From an optimization exercise on the open Yosys and OpenROAD flow, aimed at small area; shortcuts taken in it are not production practice.
In this exercise RTL edits were held to simulation tests only and were not proved equivalent to the original.
No activity file was given, so power comes from the tool's default toggle rates.

==> inputs of build 1 <==
## ooktx
module ooktx (
    input  wire        clk,
    input  wire        rst,
    input  wire        us_tick,
    input  wire        bus_sel,
    input  wire        bus_wr,
    input  wire [4:0]  bus_addr,
    input  wire [31:0] bus_wdata,
    output reg  [31:0] bus_rdata,
    output wire        bus_err,
    output wire        ook_out
);
Settings: LEC_CHECK=0, CAP_MARGIN=0, CORE_MARGIN=2, CORE_UTILIZATION=60, CTS_BUF_LIST=sky130_fd_sc_hd__clkbuf_8, SLEW_MARGIN=0; clock period 20.0 ns.
standard.sh (not shown) runs the stock make flow with config.mk's settings and CLKGATE_MAP_FILE= SYNTH_SCRIPT=/design/flow/synth_recipe.tcl, a recipe that flattens the netlist after the stock synthesis.
==> flow/flow/run.sh <==
#!/bin/bash
set -euo pipefail
W=$(pwd)
cat > "$W/own_synth.tcl" <<EOF
proc abc {args} {
  set i [lsearch -exact \$args -script]
  if {\$i >= 0} { lset args [expr {\$i + 1}] {$W/flow/area.abc} }
  yosys abc {*}\$args
}
source {$W/synth_recipe.tcl}
EOF
sed "s#/synth_recipe\.tcl#/own_synth.tcl#" standard.sh > own_standard.sh
grep -q own_synth.tcl own_standard.sh
bash own_standard.sh "ADDER_MAP_FILE=" \
    "BUFFER_PORTS_ARGS=-buffer_cell sky130_fd_sc_hd__buf_1" \
    "CTS_ARGS=-sink_clustering_enable -repair_clock_nets -buf_list sky130_fd_sc_hd__clkbuf_8 -root_buf sky130_fd_sc_hd__clkbuf_2 -dont_use_dummy_load" \
    finish > "$W/orfs_make.log" 2>&1
test -s out/final.def
==> flow/flow/area.abc <==
strash
ifraig
dc2
&get -n
&st
&dch
&nf -R 1000 -p
&st
&synch2
&nf -R 1000 -p
&put
==> build 53 (differences from build 1) <==
==> flow/flow/area.abc (replaced) <==
&get -n
&st
&dch
&nf -R 1000
&put
strash
&get -n
&st
&dch
&nf -R 1000
&put
strash
&get -n
&st
&dch
&nf -R 1000
&put
Settings changed: CORE_UTILIZATION 60 to 80.
==> trial 20 (differences from build 1) <==
==> flow/flow/run.sh (replaced) <==
#!/bin/bash
# Own layout flow: the standard ORFS flow with three changes.
#  1. The final technology mapping (Yosys abc) uses flow/area.abc, an
#     area-oriented ABC script, instead of ORFS's speed script, and adders
#     are left to ABC instead of being extracted into half/full-adder cells
#     first (ADDER_MAP_FILE empty). Everything else in synthesis is the standard flow's
#     synthesis (synth_recipe.tcl), so the registers and their names are the
#     standard synthesis's.
#  2. Port buffers are buf_1 cells (BUFFER_PORTS_ARGS).
#  3. Clock tree synthesis (CTS_ARGS) as ORFS runs it with the
#     clkbuf_4 buffers, without dummy loads
#     (the FF clock-pin slew stays under the limit).
# Each tool's output goes to a log file in this folder; ORFS's own logs are
# under orfs/logs.
set -euo pipefail
W=$(pwd)
cat > "$W/own_synth.tcl" <<EOF
proc abc {args} {
  set i [lsearch -exact \$args -script]
  if {\$i >= 0} { lset args [expr {\$i + 1}] {$W/flow/area.abc} }
  yosys abc {*}\$args
}
source {$W/synth_recipe.tcl}
EOF
sed "s#/synth_recipe\.tcl#/own_synth.tcl#" standard.sh > own_standard.sh
grep -q own_synth.tcl own_standard.sh
bash own_standard.sh "ADDER_MAP_FILE=" \
    "BUFFER_PORTS_ARGS=-buffer_cell sky130_fd_sc_hd__buf_1" \
    "CTS_ARGS=-sink_clustering_enable -repair_clock_nets -buf_list sky130_fd_sc_hd__clkbuf_4 -root_buf sky130_fd_sc_hd__clkbuf_4 -dont_use_dummy_load" \
    finish > "$W/orfs_make.log" 2>&1
test -s out/final.def
==> flow/flow/area.abc (replaced) <==
&get -n
&st
&dch
&nf -R 1000
&put
strash
&get -n
&st
&dch
&nf -R 1000
&put
strash
&get -n
&st
&dch
&nf -R 1000
&put
Settings changed: CORE_UTILIZATION 60 to 70, CTS_BUF_LIST sky130_fd_sc_hd__clkbuf_8 to sky130_fd_sc_hd__clkbuf_4.
==> summary.txt <==
Area fraction in and, or, nand and nor cells after synthesis: build 53 21.0%; trial 20 21.0%; build 1 20.5%
Multi-input gate area: build 53 3640 um2; trial 20 3640 um2; build 1 3660 um2
Flop2flop setup slack: build 53 12.75 ns; trial 20 12.51 ns; build 1 13.96 ns
Global routing usage summed across all routing layers: build 53 52.4%; trial 20 38.7%; build 1 33.4%
Status: build 53 finished clean; trial 20 finished clean; build 1 finished clean
Crit path buf inv count: build 53 2; trial 20 3; build 1 2
Synthesized Nets: build 53 831; trial 20 831; build 1 821
Number of vias in the routed layout: build 53 7911; trial 20 6991; build 1 6610
Worst hold slack after final layout: build 53 0.449 ns; trial 20 0.447 ns; build 1 0.439 ns
Finished Layout Cells: build 53 1000; trial 20 1027; build 1 1029
Top cell type's share of synthesized area: build 53 41.4%; trial 20 41.4%; build 1 41.2%
Pin count of the biggest net entering global routing: build 53 41; trial 20 34; build 1 35
Effective utilization at floorplan: build 53 83.2%; trial 20 71.3%; build 1 61.0%
Endpoint of the worst setup timing path: build 53 bus_rdata[1]; trial 20 bus_rdata[1]; build 1 bus_rdata[31]
Tmin final: build 53 13.94 ns; trial 20 13.59 ns; build 1 12.63 ns
Met3 Resource Use GR: build 53 17.1%; trial 20 7.93%; build 1 6.78%
Leading cell type in the layout, fill and taps excluded: build 53 sky130_fd_sc_hd__dfxtp_1; trial 20 sky130_fd_sc_hd__dfxtp_1; build 1 sky130_fd_sc_hd__nand2_1
Xor and xnor fraction of the mapped netlist area: build 53 6.12%; trial 20 6.12%; build 1 7.61%
Arrival @ worst endpoint: build 53 9.94 ns; trial 20 9.59 ns; build 1 8.63 ns

* * *

==> 07-04: inputs <==
==> flow/design.v <==
module ooktx (
    input  wire        clk,
    input  wire        rst,
    input  wire        us_tick,
    input  wire        bus_sel,
    input  wire        bus_wr,
    input  wire [4:0]  bus_addr,
    input  wire [31:0] bus_wdata,
    output reg  [31:0] bus_rdata,
    output wire        bus_err,
    output wire        ook_out
);
    localparam [1:0] PH_IDLE = 2'd0, PH_BIT = 2'd1, PH_GAP = 2'd2;
    reg [1:0]  cmd_var;
    reg        cmd_act;
    reg [3:0]  cmd_unit;
    reg [7:0]  cmd_reps;
    reg [31:0] ident;
    reg        st_done, st_errbusy, st_errvar;
    reg [31:0] now;
    reg [1:0]  cv;                  
    reg        ca;                  
    reg [25:0] cid;                 
    reg        cuok;                
    reg [1:0]  cx;                  
    reg [7:0]  creps;
    reg [1:0]  ph;
    reg [7:0]  rep;
    reg [2:0]  rpl;
    reg [8:0]  k;                   
    reg [8:0]  wc;                  
    reg        pin;
    reg        dl;                  
    assign ook_out = pin;
    wire       lrn   = ~cv[1] & ~cv[0];
    wire       hle   = cv[1];
    wire       hok   = cx[1];
    wire       valid = ~(cv[1] & cv[0]);
    wire [2:0] hv    = {cid[6] & cid[5], cid[6] & ~cid[5], cid[4]};
    wire [2:0] uv    = {cid[3] | (cid[2] & (cid[1] | cid[0])), ~(cid[1] ^ cid[0]), ~cid[0]};
    wire [5:0] q  = k[8:3];         
    wire [2:0] kb = k[2:0];         
    reg [3:0] tnd;
    always @* begin
        case ({hle, hok, cuok})
            3'b000, 3'b100:         tnd = 4'd3;
            3'b001, 3'b010, 3'b101: tnd = 4'd7;
            3'b011:                 tnd = 4'd11;
            3'b110:                 tnd = 4'd9;
            default:                tnd = 4'd13;
        endcase
    end
    wire q_hi = q[5] | q[4];
    wire tlt  = ~q_hi & (q[3:0] < tnd);
    wire tend = ~q_hi & (q[3:0] == tnd + 4'd1);
    wire [3:0] p    = q[3:0] - {2'b00, hle & hok, 1'b0};
    wire [2:0] f1   = hok ? hv : uv;
    wire [2:0] g    = p[2] ? uv : f1;
    wire       gsel = p[2] ? (hok & cuok) : (hok | cuok);
    reg        gb;
    always @* begin
        case (p[1:0])
            2'd1:    gb = g[2];
            2'd2:    gb = g[1];
            2'd3:    gb = g[0];
            default: gb = 1'b0;
        endcase
    end
    wire [1:0] ps   = {hok & cuok, hok ^ cuok};      
    wire       td   = ~q_hi & ((~p[3] & gsel & gb)
                             | (p == {ps, 1'b0, ~hle})
                             | ((p == {ps, 2'b10}) & ca));
    wire id_slot = (q != 6'd0) && (q <= 6'd26);
    reg  lv;
    always @* begin
        case (q)
            6'd28:   lv = ~ca;
            6'd29:   lv = 1'b1;
            6'd30:   lv = 1'b1;
            6'd31:   lv = cx[0];
            6'd32:   lv = cx[1];
            default: lv = id_slot & cid[25];
        endcase
    end
    wire inr  = ~q[5] | (cuok & (q[4:1] == 4'd0));
    wire lend = (k == {4'b1001, cuok, 4'b0101});    
    reg fnext;
    always @* begin
        fnext = 1'b0;
        if (lrn) begin
            case (kb)
                3'd1: fnext = (q[5:1] != 5'd0) & inr & ~dl;    
                3'd2: fnext = (q != 6'd0) & inr;                
                3'd3: fnext = lv;                               
                default: ;
            endcase
        end else begin
            case (kb)
                3'd3, 3'd7: fnext = tlt;                        
                3'd4, 3'd5: fnext = td;                         
                default: ;
            endcase
        end
    end
    function [31:0] inc(input [31:0] a, input ci);
        integer i;
        reg c;
        begin
            c = ci;
            for (i = 0; i < 32; i = i + 1) begin
                inc[i] = a[i] ^ c;
                c = c & a[i];
            end
        end
    endfunction
    wire       busy    = ph[0] | ph[1];
    wire       tb      = us_tick & busy;
    function [8:0] wm1(input [1:0] v, input gap);
        wm1 = gap ? 9'd349 : (v == 2'd0) ? 9'd249 : v[1] ? 9'd419 : 9'd349;
    endfunction
    wire       wend    = (wc == wm1(cv, ph[1]));    
    wire       se      = tb & wend;                 
    wire       kend    = ph[0] ? (lrn ? lend : (tend & (kb == 3'd7)))
                               : (k == 9'd99);
    wire       rpl4    = rpl[2];
    wire       gtop    = se & ph[1] & kend;         
    wire [7:0] rep_inc = inc({24'd0, rep}, gtop);   
    wire       replast = (rep_inc == creps);        
    wire       fend    = se & ph[0] & kend;         
    wire       gend    = gtop;
    wire [31:0] t_now  = inc(now, us_tick);
    wire [1:0]  t_ph   = (fend & rpl4) ? PH_GAP :
                         gend ? (replast ? PH_IDLE : PH_BIT) : ph;
    wire        t_busy = t_ph[0] | t_ph[1];
    wire        t_done = st_done | (gend & replast);
    wire        k_clr  = se & kend;
    wire        p_clr  = fend & rpl4;
    wire [8:0]  t_k    = {9{~k_clr}} & inc({23'd0, k}, se);
    wire [2:0]  t_rpl  = {3{~p_clr}} & inc({29'd0, rpl}, fend);
    wire [7:0]  t_rep  = rep_inc;                   
    wire        t_pin  = se ? ((ph[0] & ~kend) ? fnext : t_ph[0]) : pin;
    wire        rot    = se & ph[0] & lrn & (kb == 3'd3) & id_slot;
    wire       a_ok   = (bus_addr[1:0] == 2'b00);
    wire [2:0] reg_ix = bus_addr[4:2];
    assign bus_err    = ~a_ok | (reg_ix == 3'd7);
    wire       wr     = bus_sel & bus_wr & a_ok;
    wire       wr_cmd = wr & (reg_ix == 3'd0);
    wire       wr_id  = wr & (reg_ix == 3'd1);
    wire       start  = wr & (reg_ix == 3'd2) & bus_wdata[0];
    wire       wr_st  = wr & (reg_ix == 3'd3);
    wire       wr_now = wr & (reg_ix == 3'd4) & ~t_busy;
    wire       acc    = start & ~t_busy & ~(cmd_var[1] & cmd_var[0]);
    wire [15:0] len  = ~valid ? 16'd0 :
                       lrn    ? {7'd0, 4'b1001, cuok, 4'b0110} :
                                {9'd0, tnd + 4'd2, 3'b000};
    wire        oor  = valid & ~(cuok & (lrn | hok));
    wire s_cmd = a_ok & (reg_ix == 3'd0);
    wire s_id  = a_ok & (reg_ix == 3'd1);
    wire s_st  = a_ok & (reg_ix == 3'd3);
    wire s_now = a_ok & (reg_ix == 3'd4);
    wire s_len = a_ok & (reg_ix == 3'd5);
    wire s_pos = a_ok & (reg_ix == 3'd6);
    wire s_rep = s_pos & t_busy;
    wire s_bit = s_pos & t_ph[0];
    always @* begin
        bus_rdata = ({32{s_id}} & ident) | ({32{s_now}} & t_now)
                  | {16'd0, {16{s_cmd}} & {cmd_reps, cmd_unit, 1'b0, cmd_act, cmd_var}}
                  | {24'd0, {8{s_st}} & {t_ph, t_pin, oor, st_errvar, st_errbusy, t_done, t_busy}}
                  | ({32{s_len}} & len)
                  | {{8{s_rep}} & t_rep, 5'd0, {3{s_bit}} & t_rpl, 7'd0, {9{s_bit}} & t_k};
    end
    wire uok_l = ~cmd_unit[3] & (cmd_unit[2] ? (~cmd_unit[1] & ~cmd_unit[0])
                                             : (cmd_unit[1] | cmd_unit[0]));
    wire [3:0] iu = ident[3:0];
    wire uok_4 = ~iu[3] & (iu[2] ? (~iu[1] & ~iu[0]) : (iu[1] | iu[0]));
    wire uok_8 = (~iu[3] & (iu[2] | iu[1] | iu[0])) | (iu == 4'd8);
    wire hok_t = ident[7] & (ident[6] | ident[5]);
    wire        c_ld  = wr_cmd & ~rst, c_kp  = ~wr_cmd & ~rst;
    wire        i_ld  = wr_id & ~rst,  i_kp  = ~wr_id & ~rst;
    wire        n_ld  = wr_now & ~rst, n_stp = ~wr_now & ~rst;
    wire [14:0] cmd_q = {cmd_reps, cmd_unit, cmd_act, cmd_var};
    wire [14:0] cmd_w = {bus_wdata[15:4], bus_wdata[2:0]};
    wire [14:0] cmd_d = ({15{c_ld}} & cmd_w) | ({15{c_kp}} & cmd_q)
                      | {5'd0, rst, 5'd0, rst, 3'd0};
    wire id_ld = acc & ~rst, id_rot = rot & ~acc & ~rst, id_kp = ~id_ld & ~id_rot;
    wire       go    = acc & (cmd_reps != 8'd0) & ~rst;
    always @(posedge clk) begin
        wc  <= {9{~(se | go)}} & inc({23'd0, wc}, tb);
        k   <= {9{~go}} & t_k;
        rep <= {8{~go}} & t_rep;
        rpl <= {3{~go}} & t_rpl;
        cid <= ({26{id_ld}} & ident[25:0]) | ({26{id_rot}} & {cid[24:0], cid[25]})
             | ({26{id_kp}} & cid);
        {cmd_reps, cmd_unit, cmd_act, cmd_var} <= cmd_d;
        ident <= ({32{i_ld}} & bus_wdata) | ({32{i_kp}} & ident);
        now   <= ({32{n_ld}} & bus_wdata) | ({32{n_stp}} & t_now);
    end
    always @(posedge clk) begin
        if (rst) begin
            st_done    <= 1'b0;
            st_errbusy <= 1'b0;
            st_errvar  <= 1'b0;
            cv         <= 2'd3;
            ph         <= PH_IDLE;
            pin        <= 1'b0;
        end else begin
            ph      <= t_ph;
            pin     <= t_pin;
            st_done <= t_done & ~(wr_st & bus_wdata[1]);
            if (se & ph[0] & (kb == 3'd3)) dl <= lv;
            if (wr_st & bus_wdata[2]) st_errbusy <= 1'b0;
            if (wr_st & bus_wdata[3]) st_errvar  <= 1'b0;
            if (start & t_busy) st_errbusy <= 1'b1;
            if (start & ~t_busy & cmd_var[1] & cmd_var[0]) st_errvar <= 1'b1;
            if (acc) begin
                cv    <= cmd_var;
                ca    <= cmd_act;
                creps <= cmd_reps;
                cuok  <= (cmd_var == 2'd0) ? uok_l : cmd_var[1] ? uok_4 : uok_8;
                cx    <= {(cmd_var == 2'd0) ? (uok_l & cmd_unit[0]) : hok_t,
                          uok_l & (cmd_unit[1] ^ cmd_unit[0])};
                st_done <= (cmd_reps == 8'd0);
                if (cmd_reps != 8'd0) begin
                    ph  <= PH_BIT;
                    pin <= 1'b1;
                end
            end
        end
    end
endmodule
==> flow/flow/run.sh <==
#!/bin/bash
set -euo pipefail
W=$(pwd)
cat > "$W/own_synth.tcl" <<EOF
proc abc {args} {
  set i [lsearch -exact \$args -script]
  if {\$i >= 0} { lset args [expr {\$i + 1}] {$W/flow/area.abc} }
  yosys abc {*}\$args
}
source {$W/synth_recipe.tcl}
EOF
sed "s#/synth_recipe\.tcl#/own_synth.tcl#" standard.sh > own_standard.sh
grep -q own_synth.tcl own_standard.sh
bash own_standard.sh "BUFFER_PORTS_ARGS=-buffer_cell sky130_fd_sc_hd__buf_1" \
    "CTS_ARGS=-sink_clustering_enable -repair_clock_nets -buf_list sky130_fd_sc_hd__clkbuf_8 -dont_use_dummy_load" \
    finish > "$W/orfs_make.log" 2>&1
test -s out/final.def
==> flow/flow/area.abc <==
strash
dc2
&get -n
&st
&dch
&nf -R 1000 -p
&st
&synch2
&nf -R 1000 -p
&put
==> flow/standard.sh <==
#!/bin/bash
# synth_recipe.tcl (not shown) runs the flow's synth.tcl, then flattens the netlist and writes it again
# the make line also repeats each setting of config.mk as NAME=value (left out here)
make -C /OpenROAD-flow-scripts/flow DESIGN_CONFIG=/design/flow/config.mk WORK_HOME=/design/flow/orfs CLKGATE_MAP_FILE= SYNTH_SCRIPT=/design/flow/synth_recipe.tcl "${@:-finish}"
==> flow/config.mk <==
export PLATFORM = sky130hd
export DESIGN_NAME = ooktx
export DESIGN_NICKNAME = ooktx
export VERILOG_FILES = /design/flow/design.v
export SDC_FILE = /design/flow/constraint.sdc
export NUM_CORES = 4
export LEC_CHECK = 0
export CAP_MARGIN = 0
export CORE_MARGIN = 2
export CORE_UTILIZATION = 60
export CTS_BUF_LIST = sky130_fd_sc_hd__clkbuf_8
export SLEW_MARGIN = 0
==> flow/constraint.sdc <==
create_clock -name core_clock -period 20.0 [get_ports {clk}]
set_input_delay 4.0000 -clock core_clock [delete_from_list [all_inputs] [get_ports {clk}]]
set_output_delay 4.0000 -clock core_clock [all_outputs]
set_load 0.01 [all_outputs]
==> 12-11: changes against 07-04 <==
--- a/flow/flow/run.sh
+++ b/flow/flow/run.sh
@@ -12,6 +12,6 @@
 sed "s#/synth_recipe\.tcl#/own_synth.tcl#" standard.sh > own_standard.sh
 grep -q own_synth.tcl own_standard.sh
 bash own_standard.sh "BUFFER_PORTS_ARGS=-buffer_cell sky130_fd_sc_hd__buf_1" \
-    "CTS_ARGS=-sink_clustering_enable -repair_clock_nets -buf_list sky130_fd_sc_hd__clkbuf_8 -dont_use_dummy_load" \
+    "CTS_ARGS=-sink_clustering_enable -repair_clock_nets -buf_list sky130_fd_sc_hd__clkbuf_8 -root_buf sky130_fd_sc_hd__clkbuf_2 -dont_use_dummy_load" \
     finish > "$W/orfs_make.log" 2>&1
 test -s out/final.def
Settings changed: GPL_ROUTABILITY_DRIVEN from default to 0, GPL_TIMING_DRIVEN from default to 0.
==> qor summary <==
Routed length on met3: 07-04 1.58 mm; 12-11 1.41 mm
Total instance count after detailed placement: 07-04 938; 12-11 940
Data arrival, critical path: 07-04 10.52 ns; 12-11 10.68 ns
Hold_sp: 07-04 cid[22]$_DFF_P_; 12-11 cid[18]$_DFF_P_
M1 wire length: 07-04 8.46 mm; 12-11 8.40 mm
Number of standard cells in the final layout excluding fillers: 07-04 955; 12-11 958
GR Util met1: 07-04 0.430; 12-11 0.407
Total via count after detailed routing: 07-04 6,220; 12-11 6,186
Clk Latency, worst-skew pair: 07-04 0.45 ns; 12-11 0.82 ns
Average detailed-routed wire length per instance: 07-04 19.5 um; 12-11 19.4 um
Non-clock buffer share: 07-04 0.0449; 12-11 0.0549
Global-route wire length before repair: 07-04 30.4 mm; 12-11 29.8 mm
Overall power: 07-04 503 uW; 12-11 501 uW
Clock skew after layout: 07-04 0.0246 ns; 12-11 0.0230 ns
Global-route met3 utilization: 07-04 0.0573; 12-11 0.0814
Number of cell instances on the worst register-to-register path: 07-04 30; 12-11 29
Leakage dissipation: 07-04 0.00343 uW; 12-11 0.00346 uW
Final #Nets: 07-04 928; 12-11 930
Antenna violations before repair: 07-04 0; 12-11 1
Outcome: 07-04 timing/DRC/antenna clean; 12-11 timing/DRC/antenna clean

-- afterwards: timing with drivers on the ports --
Ports are ideal in the flow. The routed layouts listed here were re-timed in OpenROAD. Step 1 assumes that a clkbuf_16 drives the clock port and a buf_2 every other input. Step 2, shift: input delay + t, output delay - t, t = (earliest + latest rising clock arrival at the registers) / 2. This alone moves slack from input paths to output paths. Slacks: no drivers / after step 1 / after step 2; pairs: no drivers / after step 1.
run	t (ns)	setup WS [ns]	hold WS [ns]	latest minus earliest clock arrival (ns)	worst register clock-pin slew, ns
build 1	0.802	7.368 / 7.342 / 7.342	0.439 / 0.439 / 0.439	0.028 / 0.029	0.09 / 0.09
build 53	0.828	6.057 / 6.033 / 6.033	0.449 / 0.449 / 0.449	0.042 / 0.042	0.10 / 0.10
trial 20	0.542	6.407 / 6.364 / 6.364	0.447 / 0.447 / 0.447	0.040 / 0.039	0.12 / 0.12
07-04	0.475	5.485 / 5.464 / 5.464	0.438 / 0.438 / 0.438	0.025 / 0.025	0.08 / 0.08
12-11	0.847	5.324 / 5.303 / 5.303	0.438 / 0.438 / 0.438	0.023 / 0.023	0.09 / 0.09
After both steps every run listed still meets setup and hold. For trial 20, which loses most, drivers alone change the setup slack by -0.043 ns; drivers and shift together by -0.043 ns.
